This is an optimization exercise on Yosys and OpenROAD, whose aim is small area, a short achievable clock period and few clock cycles per item, not a production implementation. The RTL was checked by simulation tests, not by an equivalence proof against the original design.

==> flow/design.v (excerpt) <==
module snow3g_f9hash (
    input  wire        clk,
    input  wire        rst,           
    input  wire        start_valid,
    output wire        start_ready,
    input  wire [63:0] p,
    input  wire [63:0] q,
    input  wire [31:0] z5,
    input  wire [15:0] len,           
    input  wire        blk_valid,
    output wire        blk_ready,
    input  wire [63:0] blk,
    output wire        res_valid,
    input  wire        res_ready,
    output wire [63:0] eval,
    output wire [31:0] maci
);
==> flow/config.mk <==
export PLATFORM = sky130hd
export DESIGN_NAME = snow3g_f9hash
export DESIGN_NICKNAME = snow3g_f9hash
export VERILOG_FILES = /design/flow/design.v
export SDC_FILE = /design/flow/constraint.sdc
export NUM_CORES = 4
export LEC_CHECK = 0
export CAP_MARGIN = 20
export CORE_MARGIN = 2
export CORE_UTILIZATION = 40
export PLACE_DENSITY = 0.6
export SETUP_SLACK_MARGIN = 1.5
export SLEW_MARGIN = 20
==> flow/constraint.sdc <==
create_clock -name core_clock -period 5.0 [get_ports {clk}]
set_input_delay 1.0000 -clock core_clock [delete_from_list [all_inputs] [get_ports {clk}]]
set_output_delay 1.0000 -clock core_clock [all_outputs]
set_load 0.01 [all_outputs]
standard.sh (not shown) runs the stock make flow with config.mk's settings and CLKGATE_MAP_FILE= SYNTH_SCRIPT=/design/flow/synth_recipe.tcl, a recipe that flattens the netlist after the stock synthesis.
==> flow/flow/run.sh <==
#!/bin/bash
# The standard layout (the standard.sh: ORFS with the standard synthesis),
# with one change: the buffers that buffer_ports puts on every input and output
# port are sky130_fd_sc_hd__buf_1 instead of the delay cell
# sky130_fd_sc_hd__clkdlybuf4s50_1 that the resizer picks by default.
# The full output of the make run goes to flow_make.log in the work folder;
# each ORFS step also keeps its own log under orfs/logs/.
set -euo pipefail
export BUFFER_PORTS_ARGS="-buffer_cell sky130_fd_sc_hd__buf_1"
bash standard.sh finish > flow_make.log 2>&1
The first run finished clean.
Testbench counts at the start, summed over its fixed seeds: cycles 1,921, blocks 1,787.
Then changed:
- PLACE_DENSITY: 0.6 -> 0.5
- SETUP_SLACK_MARGIN: 1.5 -> 2.0
Effect: The new run ran to the end with no violations; maximum frequency increases by 14%; hold slack degrades by 0.0061 ns; area after synthesis does not change; design area increases by 4.1%.
Then changed:
- CAP_MARGIN: 20 -> 0
- PLACE_DENSITY: 0.5 -> 0.6
- SLEW_MARGIN: 20 -> 0
Final cell count came out lower by 1.3%. Design area came out lower by 1.3%. Maximum frequency barely changes. Count of clock-buffer cells in the layout came out lower by 6. Setup slack hardly moves. Die area is unchanged. Sequential cell count stays the same. Sequential share of layout area came out higher by 0.34 points. First-iteration DRC count came out higher by 19%.

Another version of the RTL of snow3g_f9hash (not shown whole).
Size in the first run: roughly 6000 cells after synthesis, about 340 I/O pins, about 0.053 mm2 of cells after synthesis.
==> flow/config.mk <==
export PLATFORM = sky130hd
export DESIGN_NAME = snow3g_f9hash
export DESIGN_NICKNAME = snow3g_f9hash
export VERILOG_FILES = /design/flow/design.v
export SDC_FILE = /design/flow/constraint.sdc
export NUM_CORES = 4
export LEC_CHECK = 0
export CAP_MARGIN = 20
export CORE_MARGIN = 2
export CORE_UTILIZATION = 40
export PLACE_DENSITY = 0.6
export SETUP_SLACK_MARGIN = 2.25
export SLEW_MARGIN = 20
==> flow/constraint.sdc <==
create_clock -name core_clock -period 5.0 [get_ports {clk}]
set_input_delay 1.0000 -clock core_clock [delete_from_list [all_inputs] [get_ports {clk}]]
set_output_delay 1.0000 -clock core_clock [all_outputs]
set_load 0.01 [all_outputs]
Scripts as last shown in full above: flow/flow/run.sh
Testbench counts at the start, summed over its fixed seeds: cycles 1,921, blocks 1,787.
Next try:
- CTS_CLUSTER_DIAMETER: not set -> 60
- CTS_CLUSTER_SIZE: not set -> 20
Effect: The changed run finished clean. Synthesized area does not change. Core utilization decreases by 0.10 points. Worst setup slack gains 0.018 ns. Wire length is about the same. Cell area barely changes.

the reference run:
Starting RTL as in the previous note.
export LEC_CHECK = 0
export CAP_MARGIN = 20
export CORE_MARGIN = 2
export CORE_UTILIZATION = 40
export PLACE_DENSITY = 0.6
export SETUP_SLACK_MARGIN = 2.4
export SLEW_MARGIN = 20
create_clock -name core_clock -period 5.0 [get_ports {clk}]
Scripts as last shown in full above: flow/flow/run.sh
Testbench counts of the reference run, summed over its fixed seeds: cycles 1,921, blocks 1,787.
#### Input delta (the trial run over the reference run)
- SETUP_SLACK_MARGIN: 2.4 -> 2.0
## What came out
Of the trial run and the reference run, it is the trial run that has the lower achievable clock frequency.
The trial run -> the reference run: final-report max-slew violation count delta 0, exact match
Diff the reference run -> the trial run | global-route wire length before repair | down slightly
In the metrics for the reference run and the trial run, the one carrying the higher total iterations of the first detailed-routing run is the trial run.
Diff the reference run -> the trial run: ratio of final minimum period to clock period went up.
Summary — signal arrival time at the worst endpoint, the trial run relative to the reference run: higher, by 0.32 ns.
The trial run: global routing met3 resource utilization 0.54 points below the reference run
The trial run: final core utilization lower than the reference run

## separate check: timing with driven ports
How much do the figures lean on ideal ports? The routed layouts below were timed once more, with nothing changed but the port constraints. Step 1 assumes that a clkbuf_16 drives the clock port and a buf_2 every other input. Step 2 moves the port delays by t, midway between the first and last clock arrival at a register: inputs arrive t later, outputs are due t later. That takes back most of the time a late clock gives input paths. a / b / c = ideal / step 1 / step 2; a / b = the first two.
run	t (ns)	slack for setup (ns)	worst setup path after step 2	clock arrival spread, ns
the first run of note 1	0.793	1.460 / 1.460 / 1.460	register to register	0.052 / 0.052
the second run of note 1	0.785	1.906 / 1.906 / 1.706	input to register	0.058 / 0.058
the third run of note 1	0.805	1.904 / 1.904 / 1.836	input to register	0.058 / 0.058
the first run of note 2	0.809	2.093 / 2.093 / 1.694	input to register	0.038 / 0.038
the second run of note 2	0.788	2.111 / 2.111 / 1.547	input to register	0.041 / 0.041
the reference run	0.804	2.147 / 2.147 / 1.758	input to register	0.033 / 0.034
the trial run	0.808	1.836 / 1.836 / 1.461	input to register	0.041 / 0.040
After both steps setup and hold are still met in every run listed. The setup slack of the second run of note 2, which loses most, moves by 0.000 ns with the drivers and by -0.564 ns with both steps.
